This design comes from an exercise in tuning for small area, a short achievable clock period and few clock cycles on the open sky130 flow, not from production work.
Where RTL was checked, it was by simulation tests only, not by an equivalence proof against the original.
Power figures rest on the tool's default switching activity, not on a simulated workload.

==> job 2309 <==
==> flow/design.v <==
module gf_mul (
    input  wire [7:0] a,
    input  wire [7:0] b,
    output reg  [7:0] p
);
    reg [7:0] aa;
    integer k;
    always @* begin
        p  = 8'h00;
        aa = a;
        for (k = 0; k < 8; k = k + 1) begin
            if (b[k]) p = p ^ aa;
            aa = {aa[6:0], 1'b0} ^ (aa[7] ? 8'h1d : 8'h00);
        end
    end
endmodule
module gfrs_codec (
    input  wire       clk,
    input  wire       rst,
    input  wire       cmd_valid,
    output wire       cmd_ready,
    input  wire       cmd_op,
    input  wire [7:0] cmd_dlen,
    input  wire [5:0] cmd_nsym,
    input  wire       in_valid,
    output wire       in_ready,
    input  wire [7:0] in_data,
    output wire       out_valid,
    output wire [7:0] out_data,
    output reg        done,
    output reg        err,
    output reg        szero
);
    localparam [255:0] APOW = 256'hc06030180c06038fc9ea75b45a2d984c261387cde8743a1d8040201008040201;
    localparam [255:0] AINV = 256'h122448903d7af4f5f7f3fbebcb8b0b162c58b07dfae9cf831b366cd8ad478e01;
    localparam [255:0] FIXA = 256'h82cdd05f9d3f42d70ed796ac4a73f19882018e85600522d8481ff083ec3b1c01;
    localparam [255:0] FIXB = 256'h82b53f5284d44ebb851fa9377421d504db0bf3226c20ee96421da21153abf401;
    localparam [1:0] F_IDLE = 2'd0,      
                     F_IN   = 2'd1,      
                     F_WAIT = 2'd2;      
    localparam [2:0] B_IDLE = 3'd0,
                     B_DD   = 3'd1,
                     B_FX1  = 3'd2,
                     B_FX2  = 3'd5,
                     B_CONV = 3'd3,
                     B_OUT  = 3'd4;
    reg  [255:0] T;                      
    wire [255:0] t_nxt;
    wire [31:0]  t_we;
    reg  [1:0] fst;
    reg        f1;                       
    reg        cmd_ready_r, in_ready_r;
    reg        op_r;
    reg  [7:0] dlen_r;
    reg  [5:0] nsym_r;
    reg  [4:0] nm1_r;                    
    reg        bad_r;                    
    reg  [7:0] rem_a;                    
    reg  [5:0] rem_b;                    
    reg  [7:0] in_g;                     
    reg        inv_r, last_r;
    reg  [2:0] bst;
    reg        b_op;
    reg  [4:0] k;
    reg  [5:0] ocnt;
    reg        acc;                      
    reg        out_valid_r;
    reg        pend;                     
    reg        mF1, mF2, mC, mO;         
    reg  [7:0] fx_t, fx_c;               
    reg        clr;                      
    reg [31:0] aD;                       
    reg [31:0] xC;                       
    assign cmd_ready = cmd_ready_r;
    assign in_ready  = in_ready_r;
    assign out_valid = out_valid_r;
    assign out_data  = T[7:0];
    wire [8:0] ntot     = {1'b0, dlen_r} + {3'b000, nsym_r};
    wire       bad      = (nsym_r > 6'd32) || ntot[8];
    wire       a0       = (rem_a == 8'd0);
    wire       b0       = (rem_b == 6'd0);
    wire       is_last  = (rem_a == 8'd1 && b0) || (a0 && rem_b == 6'd1);
    wire       zero_in  = a0 && b0;
    wire cmd_fire = cmd_valid && cmd_ready_r;
    wire in_fire  = in_valid && in_ready_r;
    wire nz0      = |T[7:0];
    reg  [1:0] fst_n;
    reg  [7:0] rem_a_n;
    reg  [5:0] rem_b_n;
    reg        last_n, start, start_z;
    reg  [2:0] bst_n;
    reg  [4:0] k_n;
    reg  [5:0] ocnt_n;
    reg        acc_n, ov_n, done_n, err_n, szero_n, bop_n, pend_n;
    reg [31:0] aD_n, xC_n;
    always @* begin
        fst_n   = fst;
        rem_a_n = rem_a;
        rem_b_n = rem_b;
        last_n  = 1'b0;
        start_z = 1'b0;
        case (fst)
        F_IDLE: if (cmd_fire) begin
                    fst_n   = F_IN;
                    rem_a_n = cmd_dlen;
                    rem_b_n = cmd_op ? cmd_nsym : 6'd0;
                end
        F_IN:   if (!f1 && (bad_r || zero_in)) fst_n = F_WAIT;
                else if (in_fire) begin
                    if (!a0) rem_a_n = rem_a - 8'd1;
                    else     rem_b_n = rem_b - 6'd1;
                    if (is_last) begin
                        fst_n  = F_IDLE;
                        last_n = 1'b1;
                    end
                end
        F_WAIT: if (bst == B_IDLE) begin
                    fst_n   = F_IDLE;
                    start_z = 1'b1;
                end
        default: fst_n = F_IDLE;
        endcase
        start = (inv_r && last_r) || start_z;
        bst_n   = bst;
        k_n     = k;
        ocnt_n  = ocnt;
        acc_n   = acc;
        ov_n    = out_valid_r;
        done_n  = 1'b0;
        err_n   = err;
        szero_n = szero;
        bop_n   = b_op;
        pend_n  = pend || start;
        case (bst)
        B_IDLE: begin
                    pend_n = 1'b0;
                    if (start || pend) begin
                        bop_n = op_r;
                        if (bad_r) begin
                            done_n = 1'b1; err_n = 1'b1; szero_n = 1'b0;
                        end else if (nsym_r == 6'd0) begin
                            done_n = 1'b1; err_n = 1'b0; szero_n = op_r;
                        end else if (!op_r) begin
                            bst_n = (nsym_r == 6'd1) ? B_FX1 : B_DD;
                            k_n   = 5'd1;
                        end else begin
                            bst_n  = B_OUT;
                            ocnt_n = nsym_r;
                            ov_n   = 1'b1;
                            acc_n  = 1'b0;
                        end
                    end
                end
        B_DD:   begin
                    k_n  = k + 5'd1;
                    if (k == nm1_r) bst_n = B_FX1;
                end
        B_FX1:  bst_n = B_FX2;
        B_FX2:  begin
                    bst_n = B_CONV;
                    k_n   = 5'd30;
                end
        B_CONV: begin
                    k_n  = k - 5'd1;
                    if (k == 5'd0) begin
                        bst_n  = B_OUT;
                        ocnt_n = nsym_r;
                        ov_n   = 1'b1;
                        acc_n  = 1'b0;
                    end
                end
        B_OUT:  begin
                    ocnt_n = ocnt - 6'd1;
                    acc_n  = acc || nz0;
                    if (ocnt == 6'd1) begin
                        bst_n   = B_IDLE;
                        ov_n    = 1'b0;
                        done_n  = 1'b1;
                        err_n   = 1'b0;
                        szero_n = b_op && !(acc || nz0);
                    end
                end
        default: bst_n = B_IDLE;
        endcase
    end
    wire [31:0] en;                      
    genvar j;
    generate
        for (j = 0; j < 32; j = j + 1) begin : g_en
            assign en[j] = (nsym_r > j);
        end
    endgenerate
    always @* begin
        aD_n = 32'h0;
        xC_n = 32'h0;
        if (bst_n == B_DD)
            aD_n = (bst == B_DD) ? ({aD[30:0], 1'b0} & en) : (32'hffff_fffe & en);
        if (bst_n == B_CONV)
            xC_n = (bst == B_CONV) ? {1'b1, xC[31:1]} : 32'hc000_0000;
    end
    wire be_ok = (bst_n == B_IDLE && !pend_n) ||
                 (bst_n == B_OUT && ocnt_n <= 6'd3);
    wire cmd_ready_n = ((fst == F_IDLE && !cmd_fire) || start_z) && be_ok;
    always @(posedge clk) begin
        in_g <= in_fire ? in_data : 8'h00;
        if (rst) begin
            fst         <= F_IDLE;
            cmd_ready_r <= 1'b0;
            in_ready_r  <= 1'b0;
            inv_r       <= 1'b0;
            last_r      <= 1'b0;
            pend        <= 1'b0;
            bst         <= B_IDLE;
            clr         <= 1'b1;
            mF1         <= 1'b0;
            mF2         <= 1'b0;
            aD          <= 32'h0;
            xC          <= 32'h0;
            mC          <= 1'b0;
            mO          <= 1'b0;
            out_valid_r <= 1'b0;
            done        <= 1'b0;
            err         <= 1'b0;
            szero       <= 1'b0;
        end else begin
            fst         <= fst_n;
            cmd_ready_r <= cmd_ready_n;
            in_ready_r  <= (fst_n == F_IN);
            inv_r       <= in_fire;
            last_r      <= last_n;
            pend        <= pend_n;
            bst         <= bst_n;
            clr         <= 1'b0;
            ocnt        <= ocnt_n;
            mF1         <= (bst_n == B_FX1);
            mF2         <= (bst_n == B_FX2);
            aD          <= aD_n;
            xC          <= xC_n;
            mC          <= (bst_n == B_CONV);
            mO          <= (bst_n == B_OUT);
            out_valid_r <= ov_n;
            done        <= done_n;
            err         <= err_n;
            szero       <= szero_n;
        end
        if (cmd_fire) begin
            op_r   <= cmd_op;
            dlen_r <= cmd_dlen;
            nsym_r <= cmd_nsym;
            nm1_r  <= cmd_nsym[4:0] - 5'd1;
        end
        f1    <= cmd_fire;
        bad_r <= bad;
        rem_a <= rem_a_n;
        rem_b <= rem_b_n;
        k     <= k_n;
        acc   <= acc_n;
        b_op  <= bop_n;
    end
    wire mH = inv_r;
    wire [33:0] aDx = {2'b00, aD};
    wire [33:0] enx = {2'b00, en};
    wire [31:0] rsel, wsel;
    wire [255:0] rd_t;
    wire [255:0] rd_c;
    generate
        for (j = 0; j < 32; j = j + 1) begin : g_fsel
            assign rsel[j] = (!aDx[j] && aDx[j+1]) || (mF1 && enx[j] && !enx[j+1]);
            assign wsel[j] = (!aDx[j+1] && aDx[j+2]) || (mF1 && enx[j+1] && !enx[j+2]) ||
                             (mF2 && enx[j] && !enx[j+1]);
            if (j == 0) begin : g_first
                assign rd_t[7:0] = T[7:0] & {8{rsel[0]}};
                assign rd_c[7:0] = FIXA[7:0] & {8{rsel[0]}};
            end else begin : g_rest
                assign rd_t[8*j +: 8] = rd_t[8*(j-1) +: 8] | (T[8*j +: 8] & {8{rsel[j]}});
                assign rd_c[8*j +: 8] = rd_c[8*(j-1) +: 8] | (FIXA[8*j +: 8] & {8{rsel[j]}});
            end
        end
    endgenerate
    always @(posedge clk) begin
        fx_t <= rd_t[255:248];
        fx_c <= rd_c[255:248];
    end
    wire [7:0] fx;
    gf_mul u_fx (.a(fx_t), .b(fx_c), .p(fx));
    generate
        for (j = 0; j < 32; j = j + 1) begin : g_pos
            wire [7:0] t  = T[8*j +: 8];
            wire [7:0] tp = (j < 31) ? T[8*((j + 1) % 32) +: 8] : 8'h00;
            wire [7:0] tm = (j > 0)  ? T[8*((j + 31) % 32) +: 8] : 8'h00;
            wire [7:0] th = (j == 0) ? (t & {8{!mO}}) : t;
            wire [7:0] x  = in_g | ({8{aD[j]}} & tm) | ({8{xC[j]}} & tp);
            wire [7:0] m, s;
            gf_mul u_m (.a(th ^ x), .b(APOW[8*j +: 8]), .p(m));
            gf_mul u_s (.a(tp),     .b(AINV[15:8]),     .p(s));
            wire selM = (mH && en[j]) || aD[j] || mC;
            assign t_we[j] = selM || wsel[j] || mO || clr;
            assign t_nxt[8*j +: 8] = ({8{selM}} & m) | ({8{wsel[j]}} & fx) | ({8{mO}} & s);
        end
    endgenerate
    integer i;
    always @(posedge clk)
        for (i = 0; i < 32; i = i + 1)
            if (t_we[i]) T[8*i +: 8] <= t_nxt[8*i +: 8];
endmodule
==> flow/flow/run.sh <==
#!/bin/bash
set -euo pipefail
bash standard.sh SETUP_SLACK_MARGIN=7 finish > standard_flow.log 2>&1
==> flow/standard.sh <==
#!/bin/bash
# synth_recipe.tcl (not shown) runs the flow's synth.tcl, then flattens the netlist and writes it again
# the make line also repeats each setting of config.mk as NAME=value (left out here)
make -C /OpenROAD-flow-scripts/flow DESIGN_CONFIG=/design/flow/config.mk WORK_HOME=/design/flow/orfs CLKGATE_MAP_FILE= SYNTH_SCRIPT=/design/flow/synth_recipe.tcl "${@:-finish}"
==> flow/config.mk <==
export PLATFORM = sky130hd
export DESIGN_NAME = gfrs_codec
export DESIGN_NICKNAME = gfrs_codec
export VERILOG_FILES = /design/flow/design.v
export SDC_FILE = /design/flow/constraint.sdc
export NUM_CORES = 4
export LEC_CHECK = 0
export CAP_MARGIN = 20
export CELL_PAD_IN_SITES_DETAIL_PLACEMENT = 1
export CELL_PAD_IN_SITES_GLOBAL_PLACEMENT = 2
export CORE_MARGIN = 2
export CORE_UTILIZATION = 50
export PLACE_DENSITY = 0.6
export SLEW_MARGIN = 20
==> flow/constraint.sdc <==
create_clock -name core_clock -period 10.0 [get_ports {clk}]
set_input_delay 2.0000 -clock core_clock [delete_from_list [all_inputs] [get_ports {clk}]]
set_output_delay 2.0000 -clock core_clock [all_outputs]
set_load 0.01 [all_outputs]
==> inputs of job 2930, as changes to job 2309 <==
--- a/flow/design.v
+++ b/flow/design.v
@@ -41,6 +41,5 @@
     localparam [2:0] B_IDLE = 3'd0,
                      B_DD   = 3'd1,
-                     B_FX1  = 3'd2,
-                     B_FX2  = 3'd5,
+                     B_FIX  = 3'd2,
                      B_CONV = 3'd3,
                      B_OUT  = 3'd4;
@@ -67,6 +66,5 @@
     reg        out_valid_r;
     reg        pend;                     
-    reg        mF1, mF2, mC, mO;         
-    reg  [7:0] fx_t, fx_c;               
+    reg        mF, mC, mO;               
     reg        clr;                      
     reg [31:0] aD;                       
@@ -142,5 +140,5 @@
                             done_n = 1'b1; err_n = 1'b0; szero_n = op_r;
                         end else if (!op_r) begin
-                            bst_n = (nsym_r == 6'd1) ? B_FX1 : B_DD;
+                            bst_n = (nsym_r == 6'd1) ? B_FIX : B_DD;
                             k_n   = 5'd1;
                         end else begin
@@ -154,8 +152,7 @@
         B_DD:   begin
                     k_n  = k + 5'd1;
-                    if (k == nm1_r) bst_n = B_FX1;
-                end
-        B_FX1:  bst_n = B_FX2;
-        B_FX2:  begin
+                    if (k == nm1_r) bst_n = B_FIX;
+                end
+        B_FIX:  begin
                     bst_n = B_CONV;
                     k_n   = 5'd30;
@@ -213,6 +210,5 @@
             bst         <= B_IDLE;
             clr         <= 1'b1;
-            mF1         <= 1'b0;
-            mF2         <= 1'b0;
+            mF          <= 1'b0;
             aD          <= 32'h0;
             xC          <= 32'h0;
@@ -233,6 +229,5 @@
             clr         <= 1'b0;
             ocnt        <= ocnt_n;
-            mF1         <= (bst_n == B_FX1);
-            mF2         <= (bst_n == B_FX2);
+            mF          <= (bst_n == B_FIX);
             aD          <= aD_n;
             xC          <= xC_n;
@@ -259,29 +254,4 @@
     end
     wire mH = inv_r;
-    wire [33:0] aDx = {2'b00, aD};
-    wire [33:0] enx = {2'b00, en};
-    wire [31:0] rsel, wsel;
-    wire [255:0] rd_t;
-    wire [255:0] rd_c;
-    generate
-        for (j = 0; j < 32; j = j + 1) begin : g_fsel
-            assign rsel[j] = (!aDx[j] && aDx[j+1]) || (mF1 && enx[j] && !enx[j+1]);
-            assign wsel[j] = (!aDx[j+1] && aDx[j+2]) || (mF1 && enx[j+1] && !enx[j+2]) ||
-                             (mF2 && enx[j] && !enx[j+1]);
-            if (j == 0) begin : g_first
-                assign rd_t[7:0] = T[7:0] & {8{rsel[0]}};
-                assign rd_c[7:0] = FIXA[7:0] & {8{rsel[0]}};
-            end else begin : g_rest
-                assign rd_t[8*j +: 8] = rd_t[8*(j-1) +: 8] | (T[8*j +: 8] & {8{rsel[j]}});
-                assign rd_c[8*j +: 8] = rd_c[8*(j-1) +: 8] | (FIXA[8*j +: 8] & {8{rsel[j]}});
-            end
-        end
-    endgenerate
-    always @(posedge clk) begin
-        fx_t <= rd_t[255:248];
-        fx_c <= rd_c[255:248];
-    end
-    wire [7:0] fx;
-    gf_mul u_fx (.a(fx_t), .b(fx_c), .p(fx));
     generate
         for (j = 0; j < 32; j = j + 1) begin : g_pos
@@ -291,10 +261,11 @@
             wire [7:0] th = (j == 0) ? (t & {8{!mO}}) : t;
             wire [7:0] x  = in_g | ({8{aD[j]}} & tm) | ({8{xC[j]}} & tp);
-            wire [7:0] m, s;
+            wire [7:0] m, f, s;
             gf_mul u_m (.a(th ^ x), .b(APOW[8*j +: 8]), .p(m));
+            gf_mul u_f (.a(t),      .b(FIXA[8*j +: 8]), .p(f));
             gf_mul u_s (.a(tp),     .b(AINV[15:8]),     .p(s));
             wire selM = (mH && en[j]) || aD[j] || mC;
-            assign t_we[j] = selM || wsel[j] || mO || clr;
-            assign t_nxt[8*j +: 8] = ({8{selM}} & m) | ({8{wsel[j]}} & fx) | ({8{mO}} & s);
+            assign t_we[j] = selM || mF || mO || clr;
+            assign t_nxt[8*j +: 8] = ({8{selM}} & m) | ({8{mF}} & f) | ({8{mO}} & s);
         end
     endgenerate
==> flow/flow/run.sh (replaced) <==
#!/bin/bash
set -euo pipefail
bash standard.sh SETUP_SLACK_MARGIN=6.85 finish > standard_flow.log 2>&1
CELL_PAD_IN_SITES_DETAIL_PLACEMENT = 0   (was 1)
CELL_PAD_IN_SITES_GLOBAL_PLACEMENT = 1   (was 2)
CORE_UTILIZATION = 60   (was 50)
CTS_CLUSTER_DIAMETER = 80   (was default)
CTS_CLUSTER_SIZE = 30   (was default)
PLACE_DENSITY = 0.7   (was 0.6)
==> inputs of job 1599, as changes to job 2309 <==
--- a/flow/design.v
+++ b/flow/design.v
@@ -41,8 +41,8 @@
     localparam [2:0] B_IDLE = 3'd0,
                      B_DD   = 3'd1,
-                     B_FX1  = 3'd2,
-                     B_FX2  = 3'd5,
+                     B_FIX  = 3'd2,
                      B_CONV = 3'd3,
-                     B_OUT  = 3'd4;
+                     B_OUT  = 3'd4,
+                     B_CLR  = 3'd5;      
     reg  [255:0] T;                      
     wire [255:0] t_nxt;
@@ -58,5 +58,5 @@
     reg  [7:0] rem_a;                    
     reg  [5:0] rem_b;                    
-    reg  [7:0] in_g;                     
+    reg  [7:0] in_r;                     
     reg        inv_r, last_r;
     reg  [2:0] bst;
@@ -67,9 +67,6 @@
     reg        out_valid_r;
     reg        pend;                     
-    reg        mF1, mF2, mC, mO;         
-    reg  [7:0] fx_t, fx_c;               
-    reg        clr;                      
-    reg [31:0] aD;                       
-    reg [31:0] xC;                       
+    reg        mD, mF, mC, mO;           
+    reg [31:0] ge;                       
     assign cmd_ready = cmd_ready_r;
     assign in_ready  = in_ready_r;
@@ -93,5 +90,5 @@
     reg  [5:0] ocnt_n;
     reg        acc_n, ov_n, done_n, err_n, szero_n, bop_n, pend_n;
-    reg [31:0] aD_n, xC_n;
+    reg [31:0] ge_n;
     always @* begin
         fst_n   = fst;
@@ -131,7 +128,9 @@
         szero_n = szero;
         bop_n   = b_op;
+        ge_n    = ge;
         pend_n  = pend || start;
         case (bst)
         B_IDLE: begin
+                    ge_n   = 32'hffff_fffe;
                     pend_n = 1'b0;
                     if (start || pend) begin
@@ -142,5 +141,5 @@
                             done_n = 1'b1; err_n = 1'b0; szero_n = op_r;
                         end else if (!op_r) begin
-                            bst_n = (nsym_r == 6'd1) ? B_FX1 : B_DD;
+                            bst_n = (nsym_r == 6'd1) ? B_FIX : B_DD;
                             k_n   = 5'd1;
                         end else begin
@@ -154,13 +153,15 @@
         B_DD:   begin
                     k_n  = k + 5'd1;
-                    if (k == nm1_r) bst_n = B_FX1;
-                end
-        B_FX1:  bst_n = B_FX2;
-        B_FX2:  begin
+                    ge_n = {ge[30:0], 1'b0};
+                    if (k == nm1_r) bst_n = B_FIX;
+                end
+        B_FIX:  begin
                     bst_n = B_CONV;
                     k_n   = 5'd30;
+                    ge_n  = 32'hc000_0000;
                 end
         B_CONV: begin
                     k_n  = k - 5'd1;
+                    ge_n = {1'b1, ge[31:1]};
                     if (k == 5'd0) begin
                         bst_n  = B_OUT;
@@ -181,27 +182,16 @@
                     end
                 end
+        B_CLR:  begin
+                    ocnt_n = ocnt - 6'd1;
+                    if (ocnt == 6'd1) bst_n = B_IDLE;
+                end
         default: bst_n = B_IDLE;
         endcase
     end
-    wire [31:0] en;                      
-    genvar j;
-    generate
-        for (j = 0; j < 32; j = j + 1) begin : g_en
-            assign en[j] = (nsym_r > j);
-        end
-    endgenerate
-    always @* begin
-        aD_n = 32'h0;
-        xC_n = 32'h0;
-        if (bst_n == B_DD)
-            aD_n = (bst == B_DD) ? ({aD[30:0], 1'b0} & en) : (32'hffff_fffe & en);
-        if (bst_n == B_CONV)
-            xC_n = (bst == B_CONV) ? {1'b1, xC[31:1]} : 32'hc000_0000;
-    end
     wire be_ok = (bst_n == B_IDLE && !pend_n) ||
-                 (bst_n == B_OUT && ocnt_n <= 6'd3);
+                 ((bst_n == B_OUT || bst_n == B_CLR) && ocnt_n <= 6'd3);
     wire cmd_ready_n = ((fst == F_IDLE && !cmd_fire) || start_z) && be_ok;
     always @(posedge clk) begin
-        in_g <= in_fire ? in_data : 8'h00;
+        in_r <= in_data;
         if (rst) begin
             fst         <= F_IDLE;
@@ -211,12 +201,10 @@
             last_r      <= 1'b0;
             pend        <= 1'b0;
-            bst         <= B_IDLE;
-            clr         <= 1'b1;
-            mF1         <= 1'b0;
-            mF2         <= 1'b0;
-            aD          <= 32'h0;
-            xC          <= 32'h0;
+            bst         <= B_CLR;
+            ocnt        <= 6'd32;
+            mD          <= 1'b0;
+            mF          <= 1'b0;
             mC          <= 1'b0;
-            mO          <= 1'b0;
+            mO          <= 1'b1;
             out_valid_r <= 1'b0;
             done        <= 1'b0;
@@ -231,12 +219,9 @@
             pend        <= pend_n;
             bst         <= bst_n;
-            clr         <= 1'b0;
             ocnt        <= ocnt_n;
-            mF1         <= (bst_n == B_FX1);
-            mF2         <= (bst_n == B_FX2);
-            aD          <= aD_n;
-            xC          <= xC_n;
+            mD          <= (bst_n == B_DD);
+            mF          <= (bst_n == B_FIX);
             mC          <= (bst_n == B_CONV);
-            mO          <= (bst_n == B_OUT);
+            mO          <= (bst_n == B_OUT) || (bst_n == B_CLR);
             out_valid_r <= ov_n;
             done        <= done_n;
@@ -255,33 +240,10 @@
         rem_b <= rem_b_n;
         k     <= k_n;
+        ge    <= ge_n;
         acc   <= acc_n;
         b_op  <= bop_n;
     end
     wire mH = inv_r;
-    wire [33:0] aDx = {2'b00, aD};
-    wire [33:0] enx = {2'b00, en};
-    wire [31:0] rsel, wsel;
-    wire [255:0] rd_t;
-    wire [255:0] rd_c;
-    generate
-        for (j = 0; j < 32; j = j + 1) begin : g_fsel
-            assign rsel[j] = (!aDx[j] && aDx[j+1]) || (mF1 && enx[j] && !enx[j+1]);
-            assign wsel[j] = (!aDx[j+1] && aDx[j+2]) || (mF1 && enx[j+1] && !enx[j+2]) ||
-                             (mF2 && enx[j] && !enx[j+1]);
-            if (j == 0) begin : g_first
-                assign rd_t[7:0] = T[7:0] & {8{rsel[0]}};
-                assign rd_c[7:0] = FIXA[7:0] & {8{rsel[0]}};
-            end else begin : g_rest
-                assign rd_t[8*j +: 8] = rd_t[8*(j-1) +: 8] | (T[8*j +: 8] & {8{rsel[j]}});
-                assign rd_c[8*j +: 8] = rd_c[8*(j-1) +: 8] | (FIXA[8*j +: 8] & {8{rsel[j]}});
-            end
-        end
-    endgenerate
-    always @(posedge clk) begin
-        fx_t <= rd_t[255:248];
-        fx_c <= rd_c[255:248];
-    end
-    wire [7:0] fx;
-    gf_mul u_fx (.a(fx_t), .b(fx_c), .p(fx));
+    genvar j;
     generate
         for (j = 0; j < 32; j = j + 1) begin : g_pos
@@ -290,11 +252,13 @@
             wire [7:0] tm = (j > 0)  ? T[8*((j + 31) % 32) +: 8] : 8'h00;
             wire [7:0] th = (j == 0) ? (t & {8{!mO}}) : t;
-            wire [7:0] x  = in_g | ({8{aD[j]}} & tm) | ({8{xC[j]}} & tp);
-            wire [7:0] m, s;
+            wire       en = (nsym_r > j);
+            wire [7:0] x  = ({8{mH}} & in_r) | ({8{mD}} & tm) | ({8{mC && ge[j]}} & tp);
+            wire [7:0] m, f, s;
             gf_mul u_m (.a(th ^ x), .b(APOW[8*j +: 8]), .p(m));
+            gf_mul u_f (.a(t),      .b(FIXA[8*j +: 8]), .p(f));
             gf_mul u_s (.a(tp),     .b(AINV[15:8]),     .p(s));
-            wire selM = (mH && en[j]) || aD[j] || mC;
-            assign t_we[j] = selM || wsel[j] || mO || clr;
-            assign t_nxt[8*j +: 8] = ({8{selM}} & m) | ({8{wsel[j]}} & fx) | ({8{mO}} & s);
+            wire selM = (mH && en) || (mD && ge[j] && en) || mC;
+            assign t_we[j] = selM || mF || mO;
+            assign t_nxt[8*j +: 8] = ({8{selM}} & m) | ({8{mF}} & f) | ({8{mO}} & s);
         end
     endgenerate
==> flow/run.sh (new file) <==
#!/bin/bash
# synth_recipe.tcl (not shown) runs the flow's synth.tcl, then flattens the netlist and writes it again
# the make line also repeats each setting of config.mk as NAME=value (left out here)
make -C /OpenROAD-flow-scripts/flow DESIGN_CONFIG=/design/flow/config.mk WORK_HOME=/design/flow/orfs CLKGATE_MAP_FILE= SYNTH_SCRIPT=/design/flow/synth_recipe.tcl finish
CORE_UTILIZATION = 25   (was 50)
PLACE_DENSITY = 0.35   (was 0.6)
SETUP_SLACK_MARGIN = 5   (was default)
removed: flow/flow/run.sh
removed: flow/standard.sh
==> notes <==
- Job 2930 completed without violations. Job 2309 went through all stages and came out clean. Job 1599 completed with no timing, DRC or antenna violations.
- Clock skew: job 2930 > job 1599 > job 2309.
- Between job 1599 and job 2930, the lower utilization is in job 1599 (gap 36 points).
- In job 2930 the clock power is smaller than in job 2309, by 23%.
- Combinational power, lowest first: job 2309, job 2930, job 1599.
- Sequential cell count, lowest first: job 1599, job 2930, job 2309.
- Cell count, highest first: job 1599, job 2309, job 2930.
- The lowest non-clock buffer count belongs to job 1599, the highest to job 2309.
- In job 2309 the design area is lower than in job 1599, by about 1.9%.
- Maximum frequency: job 2930 > job 2309 > job 1599.
Testbench counts of job 2930, summed over its fixed seeds: cycles 42,556.
Function not checked in job 2309 and job 1599: the RTL went through the layout flow alone.

## re-timing with driven ports
How much do the figures lean on ideal ports? The routed layouts below were timed once more, with nothing changed but the port constraints. Step 1 sets driving cells, clkbuf_16 on the clock port and buf_2 on the other inputs (assumed; they add their load-dependent delay and slew). Step 2 also shifts input and output timing later by t, the mid clock arrival at the registers, as if the neighbouring blocks saw the same clock. a / b / c = ideal / step 1 / step 2; a / b = the first two.
run | t (ns) | setup WS [ns] | cell pins on the clock port's net
job 2309 | 0.692 | 6.780 / 6.707 / 6.472 | 1
job 2930 | 0.631 | 6.857 / 6.795 / 6.312 | 1
job 1599 | 0.741 | 6.197 / 6.156 / 6.002 | 1
After both steps setup and hold are still met in every run listed. The setup slack of job 2930, which loses most, moves by -0.062 ns with the drivers and by -0.545 ns with both steps.
